This is an optimization exercise on Yosys and OpenROAD, whose aim is small area, not a production implementation. Only simulation tests tie the RTL to the original design; equivalence was not proved. The clock port is modelled as an ideal driver; clocking choices that lean on that would not hold on a real chip. Power is estimated from default activity; no workload was simulated.

==> inputs of run a <==
==> flow/design.v <==
module lm92_twi (
    input  wire        clk,
    input  wire        rst,           
    input  wire        cmd_valid,
    input  wire [31:0] cmd_word,
    input  wire        cfg_valid,
    input  wire [31:0] cfg_wdata,
    output reg         busy,
    output reg         done,
    output reg         ack,
    output reg         bus_init,
    output reg         stop_pending,
    output reg  [2:0]  phase,
    output reg         temp_valid,
    output wire [3:0]  err,
    output wire [3:0]  viol,
    output reg  [7:0]  rxdata,
    output wire [31:0] temp,
    output wire [31:0] cfg,
    output reg         scl_o,
    output reg         sda_o,
    input  wire        scl_i,
    input  wire        sda_i
);
    localparam [2:0] PH_IDLE = 3'd0, PH_ADDR = 3'd1, PH_TX = 3'd2,
                     PH_RX = 3'd3, PH_RXEND = 3'd4;
    localparam [7:0] OP_INIT = 8'h10, OP_START = 8'h11, OP_STOP = 8'h12,
                     OP_SEND = 8'h13, OP_RDACK = 8'h14, OP_RDNACK = 8'h15,
                     OP_TEMP = 8'h40;
    reg [7:0] cfg_div, cfg_sreg, cfg_tmo;
    reg [6:0] cfg_saddr;
    assign cfg = {cfg_tmo, cfg_sreg, 1'b0, cfg_saddr, cfg_div};
    reg [15:0] temp_raw;
    assign temp = {3'b000, temp_raw[15:3], temp_raw};
    reg [1:0] err_q;           
    assign err = {2'b00, err_q};
    reg [2:0] viol_q;          
    assign viol = {1'b0, viol_q};
    reg [7:0] div_active;
    reg [3:0] job;
    wire j_temp  = job[3];
    wire j_start = (job[2:0] == 3'b000) || (job[2:0] == 3'b011);
    wire j_tx    = (job[2:0] == 3'b001) || (job[2:0] == 3'b010) || (job[2:0] == 3'b100);
    wire j_rx    = (job[2:0] == 3'b101) || (job[2:0] == 3'b110);
    wire j_mack  = (job[2:0] == 3'b101);
    wire j_init  = (job[2:0] == 3'b111);
    wire j_last  = (job[2:0] == 3'b110);
    wire [7:0] opc = cmd_word[31:24];
    reg legal;
    always @(*) begin
        case (opc)
            OP_INIT, OP_START, OP_STOP, OP_RDACK, OP_RDNACK, OP_TEMP:
                legal = (cmd_word[23:0] == 24'd0);
            OP_SEND:
                legal = (cmd_word[23:8] == 16'd0);
            default:
                legal = 1'b0;
        endcase
    end
    reg seq_ok;
    always @(*) begin
        case (opc)
            OP_INIT, OP_TEMP: seq_ok = (phase == PH_IDLE);
            OP_START:         seq_ok = (phase != PH_RX);
            OP_STOP:          seq_ok = (phase == PH_ADDR) || (phase == PH_TX) || (phase == PH_RXEND);
            OP_SEND:          seq_ok = (phase == PH_ADDR) || (phase == PH_TX);
            default:          seq_ok = (phase == PH_RX);    
        endcase
    end
    reg [3:0] acc_job;
    reg [2:0] acc_phase;
    reg       acc_done;
    always @(*) begin
        acc_job = 4'b0111; acc_phase = PH_IDLE; acc_done = 1'b0;
        case (opc)
            OP_START:  begin acc_job = 4'b0000; acc_phase = PH_ADDR; acc_done = 1'b1; end
            OP_SEND:   begin acc_job = 4'b0001; acc_done = 1'b1;
                             acc_phase = (phase == PH_ADDR && cmd_word[0]) ? PH_RX : PH_TX; end
            OP_RDACK:  begin acc_job = 4'b0101; acc_phase = PH_RX; acc_done = 1'b1; end
            OP_RDNACK: begin acc_job = 4'b0110; acc_phase = PH_RXEND; acc_done = 1'b1; end
            OP_TEMP:   acc_job = 4'b1000;
            default: ;
        endcase
    end
    localparam [3:0] E_IDLE   = 4'd0,
                     E_ISSUE  = 4'd1,
                     E_GO     = 4'd2,     
                     E_P1     = 4'd3,     
                     E_RISE   = 4'd4,     
                     E_HIGH   = 4'd5,     
                     E_P4     = 4'd6,     
                     E_P5     = 4'd7,     
                     E_FALL   = 4'd8,     
                     E_DONE   = 4'd9,     
                     E_TMO    = 4'd10,    
                     E_FINISH = 4'd11;
    reg [3:0] st;
    reg [8:0] hcnt;            
    reg [7:0] thi;             
    reg       ackf;            
    reg [8:0] shreg;
    wire      sh8 = shreg[8] && (j_rx || shreg[7:0] == 8'd0);    
    wire       hlast = (hcnt == 9'h1F9);
    wire [8:0] hload = {1'b0, div_active};
    wire [8:0] thi_inc = {1'b0, thi} + 9'd1;
    always @(posedge clk) begin
        if ((st == E_IDLE || st == E_FINISH) && stop_pending ||
            st == E_GO ||
            st == E_RISE && scl_i ||
            (st == E_HIGH || st == E_P4) && hlast ||
            st == E_FALL)
            hcnt <= hload;
        else if (st == E_RISE && !busy)
            hcnt <= 9'h1F8;
        else
            hcnt <= hcnt - 9'd1;
    end
    always @(posedge clk) begin
        if (rst) begin
            busy <= 1'b0; done <= 1'b0; ack <= 1'b0; bus_init <= 1'b0;
            stop_pending <= 1'b0; phase <= PH_IDLE; temp_valid <= 1'b0;
            err_q <= 2'd0; viol_q <= 3'd0; rxdata <= 8'd0; temp_raw <= 16'd0;
            cfg_div <= 8'h20; cfg_saddr <= 7'h48; cfg_sreg <= 8'h00; cfg_tmo <= 8'h00;
            scl_o <= 1'b1; sda_o <= 1'b1;
            st <= E_IDLE;
        end else begin
            if (cfg_valid) begin
                if (busy) begin
                    if (viol_q == 3'd0) viol_q <= 3'd1;
                end else begin
                    cfg_div   <= cfg_wdata[7:0];
                    cfg_saddr <= cfg_wdata[14:8];
                    cfg_sreg  <= cfg_wdata[23:16];
                    cfg_tmo   <= cfg_wdata[31:24];
                end
            end else if (cmd_valid) begin
                if (busy) begin
                    if (viol_q == 3'd0) viol_q <= 3'd1;
                end else if (!legal) begin
                    if (viol_q == 3'd0) viol_q <= 3'd2;
                end else if (opc != OP_INIT && !bus_init) begin
                    if (viol_q == 3'd0) viol_q <= 3'd4;
                end else if (!seq_ok) begin
                    if (viol_q == 3'd0) viol_q <= 3'd5;
                end else begin
                    done  <= acc_done;
                    phase <= acc_phase;
                    err_q <= 2'd0;
                    if (opc == OP_STOP) stop_pending <= 1'b1;
                    else begin
                        busy <= 1'b1;
                        job  <= acc_job;
                    end
                end
            end
            if (!busy) shreg <= {cmd_word[7:0], 1'b1};
            case (st)
                E_IDLE, E_FINISH: begin
                    if (st == E_FINISH) busy <= 1'b0;
                    if (stop_pending) begin
                        sda_o <= 1'b0;
                        st    <= E_P1;
                    end else if (st == E_FINISH) begin
                        st <= E_IDLE;
                    end else if (busy) begin
                        if (j_init && !j_temp) begin
                            div_active <= cfg_div;
                            bus_init   <= 1'b1;
                            st         <= E_FINISH;
                        end else begin
                            st <= E_ISSUE;
                        end
                    end
                end
                E_ISSUE: begin
                    if (j_temp) shreg <= {j_rx ? 8'h00 : job[1] ? cfg_sreg : {cfg_saddr, job[2]}, 1'b1};
                    st <= E_GO;
                end
                E_GO: begin
                    ackf  <= 1'b0;
                    sda_o <= j_tx ? shreg[8] : 1'b1;
                    st    <= E_P1;
                end
                E_P1: begin
                    if (hlast) begin
                        scl_o <= 1'b1;
                        thi   <= 8'd0;
                        st    <= E_RISE;
                    end
                end
                E_RISE: begin
                    if (scl_i) begin
                        st   <= E_HIGH;
                    end else if (busy) begin
                        if (hcnt[7:0] == 8'hF9) begin
                            if (thi_inc == {1'b0, cfg_tmo}) begin
                                sda_o <= 1'b1;
                                st    <= E_TMO;
                            end
                            thi <= thi_inc[7:0];
                        end
                    end
                end
                E_HIGH: begin
                    if (hlast) begin
                        if (stop_pending || j_start) begin
                            sda_o <= stop_pending;
                            st    <= E_P4;
                        end else begin
                            if (sh8) begin
                                if (j_tx) begin
                                    ack      <= ~sda_i;
                                    err_q[0] <= err_q[0] | sda_i;
                                end
                            end else begin
                                shreg <= {shreg[7:0], sda_i & j_rx};
                            end
                            scl_o <= 1'b0;
                            st    <= E_FALL;
                        end
                    end
                end
                E_P4: begin
                    if (hlast) begin
                        if (stop_pending) begin
                            stop_pending <= 1'b0;
                            st           <= E_IDLE;
                        end else begin
                            scl_o <= 1'b0;
                            st    <= E_P5;
                        end
                    end
                end
                E_P5: begin
                    if (hlast) st <= E_DONE;
                end
                E_FALL: begin
                    if (ackf) begin
                        st <= E_DONE;
                    end else begin
                        if (sh8) ackf <= 1'b1;
                        if (j_tx)
                            sda_o <= shreg[8];
                        else
                            sda_o <= ~(sh8 && j_mack);
                        st <= E_P1;
                    end
                end
                E_DONE: begin
                    if (j_rx) rxdata <= shreg[7:0];
                    if (j_temp && j_last) begin
                        temp_raw     <= {rxdata, shreg[7:0]};
                        temp_valid   <= ~err_q[0];
                        stop_pending <= 1'b1;
                        st           <= E_FINISH;
                    end else if (j_temp) begin
                        job[2:0] <= job[2:0] + 3'd1;
                        st       <= E_ISSUE;
                    end else begin
                        st <= E_FINISH;
                    end
                end
                E_TMO: begin
                    busy         <= 1'b0;
                    bus_init     <= 1'b0;
                    phase        <= PH_IDLE;
                    stop_pending <= 1'b0;
                    done         <= 1'b0;
                    if (j_temp) temp_valid <= 1'b0;
                    err_q        <= 2'b10;
                    st           <= E_IDLE;
                end
                default: st <= E_IDLE;
            endcase
        end
    end
endmodule
==> flow/flow/run.sh <==
#!/bin/bash
# Own layout flow: the standard flow (standard.sh) with these changes.
#  1. Synthesis maps the logic with an area-oriented ABC script (flow/area.abc),
#     and leaves adders to ABC as plain logic (no ADDER_MAP_FILE half/full
#     adder cells). It runs ORFS's synth.tcl unchanged apart from that, so the
#     flip-flops (mapped before ABC) are the standard synthesis's, with the
#     same names and cell types.
#  2. Every input and output port gets a sky130_fd_sc_hd__buf_1 port buffer.
#  3. The clock tree uses clkbuf_4 buffers and no dummy loads; afterwards
#     flow/post_cts.tcl upsizes the root and the weakest leaf buffers.
#  4. One tie cell drives all the constant outputs (no tie fanout repair).
# Each tool's output goes to the ORFS logs under orfs/logs; make's own output
# goes to flow.log here.
set -euo pipefail
W=$PWD

# ORFS's synth.tcl with the ABC script replaced
sed 's#^\([[:space:]]*\)log_cmd abc {\*}\$abc_args#\1lset abc_args 1 '"$W"'/flow/area.abc\n&#' \
    "$FLOW_HOME/scripts/synth.tcl" > "$W/own_synth_body.tcl"
grep -q "flow/area.abc" "$W/own_synth_body.tcl"
# The standard flow's synthesis wrapper, sourcing that copy
sed 's#source \$::env(SCRIPTS_DIR)/synth.tcl#source '"$W"'/own_synth_body.tcl#' \
    "$W/synth_recipe.tcl" > "$W/own_synth.tcl"
grep -q "own_synth_body" "$W/own_synth.tcl"

CTS="-sink_clustering_enable -repair_clock_nets -dont_use_dummy_load"
CTS="$CTS -buf_list sky130_fd_sc_hd__clkbuf_4 -sink_clustering_size 30 -sink_clustering_max_diameter 100"

bash "$W/standard.sh" \
    "SYNTH_SCRIPT=$W/own_synth.tcl" \
    ADDER_MAP_FILE= \
    "BUFFER_PORTS_ARGS=-buffer_cell sky130_fd_sc_hd__buf_1" \
    "CTS_ARGS=$CTS" \
    "POST_CTS_TCL=$W/flow/post_cts.tcl" \
    SKIP_REPAIR_TIE_FANOUT=1 \
    finish > "$W/flow.log" 2>&1
==> flow/flow/area.abc <==
strash
dc2
ifraig
balance -l
resub -K 6 -l
rewrite -l
resub -K 6 -N 2 -l
refactor -l
resub -K 8 -l
balance -l
resub -K 8 -N 2 -l
rewrite -l
resub -K 10 -l
rewrite -z -l
resub -K 10 -N 2 -l
balance -l
resub -K 12 -l
refactor -z -l
resub -K 12 -N 2 -l
rewrite -z -l
balance -l
dch -f
amap
strash
dch -f
amap
==> flow/flow/post_cts.tcl <==
# After TritonCTS (POST_CTS_TCL): the H-tree's leaf buffers drive unequal
# numbers of clock pins. Upsize the root buffer and every buffer whose clock
# pins see a slew over 100 ps (placement estimate) to clkbuf_8, then legalise the placement
# again.
estimate_parasitics -placement
set big [get_lib_cells sky130_fd_sc_hd__clkbuf_8]
set thr 0.100
set changed 0
foreach inst [get_cells clkbuf_*] {
  set name [get_full_name $inst]
  set net [get_nets -of_objects [get_pins $name/X]]
  set mx 0.0
  foreach p [get_pins -of_objects $net -filter "direction==input"] {
    foreach s [list [get_property $p slew_max_rise] [get_property $p slew_max_fall]] {
      if {$s > $mx} { set mx $s }
    }
  }
  if {$name eq "clkbuf_0_clk" || $mx > $thr} {
    puts "post_cts: $name sink slew $mx -> clkbuf_8"
    replace_cell $inst $big
    incr changed
  }
}
if {$changed > 0} {
  detailed_placement
  check_placement -verbose
  estimate_parasitics -placement
}
==> flow/standard.sh <==
#!/bin/bash
# synth_recipe.tcl (not shown) runs the flow's synth.tcl, then flattens the netlist and writes it again
# the make line also repeats each setting of config.mk as NAME=value (left out here)
make -C /OpenROAD-flow-scripts/flow DESIGN_CONFIG=/design/flow/config.mk WORK_HOME=/design/flow/orfs CLKGATE_MAP_FILE= SYNTH_SCRIPT=/design/flow/synth_recipe.tcl "${@:-finish}"
==> flow/config.mk <==
export PLATFORM = sky130hd
export DESIGN_NAME = lm92_twi
export DESIGN_NICKNAME = lm92_twi
export VERILOG_FILES = /design/flow/design.v
export SDC_FILE = /design/flow/constraint.sdc
export NUM_CORES = 4
export LEC_CHECK = 0
export CAP_MARGIN = 0
export CORE_MARGIN = 2
export CORE_UTILIZATION = 65
export SLEW_MARGIN = 0
==> flow/constraint.sdc <==
create_clock -name core_clock -period 10.0 [get_ports {clk}]
set_input_delay 2.0000 -clock core_clock [delete_from_list [all_inputs] [get_ports {clk}]]
set_output_delay 2.0000 -clock core_clock [all_outputs]
set_load 0.01 [all_outputs]
==> run b: changes against run a <==
--- a/flow/design.v
+++ b/flow/design.v
@@ -99,5 +99,4 @@
     reg [7:0] thi;             
-    reg       ackf;            
-    reg [8:0] shreg;
-    wire      sh8 = shreg[8] && (j_rx || shreg[7:0] == 8'd0);    
+    reg [3:0] bitn;            
+    reg [7:0] shreg;           
     wire       hlast = (hcnt == 9'h1F9);
@@ -155,3 +154,3 @@
             end
-            if (!busy) shreg <= {cmd_word[7:0], 1'b1};
+            if (!busy) shreg <= cmd_word[7:0];
             case (st)
@@ -175,3 +174,3 @@
                 E_ISSUE: begin
-                    if (j_temp) shreg <= {j_rx ? 8'h00 : job[1] ? cfg_sreg : {cfg_saddr, job[2]}, 1'b1};
+                    if (j_temp) shreg <= job[1] ? cfg_sreg : {cfg_saddr, job[2]};
                     st <= E_GO;
@@ -179,4 +178,4 @@
                 E_GO: begin
-                    ackf  <= 1'b0;
-                    sda_o <= j_tx ? shreg[8] : 1'b1;
+                    bitn  <= 4'd0;
+                    sda_o <= j_tx ? shreg[7] : 1'b1;
                     st    <= E_P1;
@@ -209,3 +208,3 @@
                         end else begin
-                            if (sh8) begin
+                            if (bitn[3]) begin
                                 if (j_tx) begin
@@ -215,3 +214,3 @@
                             end else begin
-                                shreg <= {shreg[7:0], sda_i & j_rx};
+                                shreg <= {shreg[6:0], sda_i};
                             end
@@ -237,10 +236,10 @@
                 E_FALL: begin
-                    if (ackf) begin
+                    if (bitn[3]) begin
                         st <= E_DONE;
                     end else begin
-                        if (sh8) ackf <= 1'b1;
-                        if (j_tx)
-                            sda_o <= shreg[8];
+                        bitn <= bitn + 4'd1;
+                        if (bitn[2:0] == 3'd7)
+                            sda_o <= j_rx ? ~j_mack : 1'b1;
                         else
-                            sda_o <= ~(sh8 && j_mack);
+                            sda_o <= j_tx ? shreg[7] : 1'b1;
                         st <= E_P1;
@@ -249,5 +248,5 @@
                 E_DONE: begin
-                    if (j_rx) rxdata <= shreg[7:0];
+                    if (j_rx) rxdata <= shreg;
                     if (j_temp && j_last) begin
-                        temp_raw     <= {rxdata, shreg[7:0]};
+                        temp_raw     <= {rxdata, shreg};
                         temp_valid   <= ~err_q[0];
--- a/flow/flow/run.sh
+++ b/flow/flow/run.sh
@@ -2,7 +2,5 @@
 # Own layout flow: the standard flow (standard.sh) with these changes.
-#  1. Synthesis maps the logic with an area-oriented ABC script (flow/area.abc),
-#     and leaves adders to ABC as plain logic (no ADDER_MAP_FILE half/full
-#     adder cells). It runs ORFS's synth.tcl unchanged apart from that, so the
-#     flip-flops (mapped before ABC) are the standard synthesis's, with the
-#     same names and cell types.
+#  1. Synthesis maps the logic with an area-oriented ABC script (flow/area.abc).
+#     It runs ORFS's synth.tcl unchanged up to that ABC call, so the flip-flops
+#     (mapped before ABC) are the standard synthesis's, with the same names.
 #  2. Every input and output port gets a sky130_fd_sc_hd__buf_1 port buffer.
@@ -30,3 +28,2 @@
     "SYNTH_SCRIPT=$W/own_synth.tcl" \
-    ADDER_MAP_FILE= \
     "BUFFER_PORTS_ARGS=-buffer_cell sky130_fd_sc_hd__buf_1" \
==> flow/flow/area.abc (replaced) <==
strash
balance
rewrite
refactor
balance
rewrite
rewrite -z
balance
refactor -z
rewrite -z
balance
dc2
ifraig
dc2
dch -f
amap
strash
dch -f
amap
==> out/results.txt <==
maximum vdd ir drop - 0.136 mV
area of the core - 7810 um2
average routed wire per standard cell - 16.6 um
Cells after DPL - 843
final instance area - 6060 um2
clock network power - 239 uW
status - complete, no violations
pwr/cell area - 177 nW/um2
Initial Util - 0.681
synthesis-stage register bit count - 116
most frequent cells in the layout - buf_1, nor2_1, dfxtp_1
routed wire length - 14200 um
WL met3 - 1350 um
The numbers above come from run b.

==> out/results.txt <==
CP most frequent cell - nor2_1
routed wire length - 13500 um
synthesis-stage register bit count - 114
sequential power share - 0.544
pwr/cell area - 173 nW/um2
maximum vdd ir drop - 0.118 mV
final instance area - 5780 um2
Initial Util - 0.662
Cells after DPL - 827
average routed wire per standard cell - 16.0 um
status - complete, no violations
The numbers above come from run a.

separate check: timing with driven ports:
In the flow no input, the clock included, has a driving cell. The finished layouts below were timed again as built, in two steps.
Step 1: set_driving_cell puts a clkbuf_16 on clk and a buf_2 on each other input, an assumption about the parent block.
Step 2 adds t to the input delays and takes it off the output delays; t is the mean of the earliest and latest rising clock arrival at the registers after step 1. Input paths then give back, and output paths get back, about the clock's delay inside the block.
Three values: no drivers, after step 1, after step 2; two values: the first two.
| run | t (ns) | setup slack, ns | hold slack, ns | worst slew at a driven data input, ns | cell pins on the clock port's net |
|---|---|---|---|---|---|
| run a | 0.423 | 5.176 / 5.189 / 4.765 | 0.440 / 0.440 / 0.440 | 0.05 | 1 |
| run b | 0.418 | 4.179 / 4.191 / 3.772 | 0.465 / 0.465 / 0.465 | 0.04 | 1 |
After both steps setup and hold are still met in every run listed. The setup slack of run a, which loses most, moves by +0.013 ns with the drivers and by -0.411 ns with both steps.
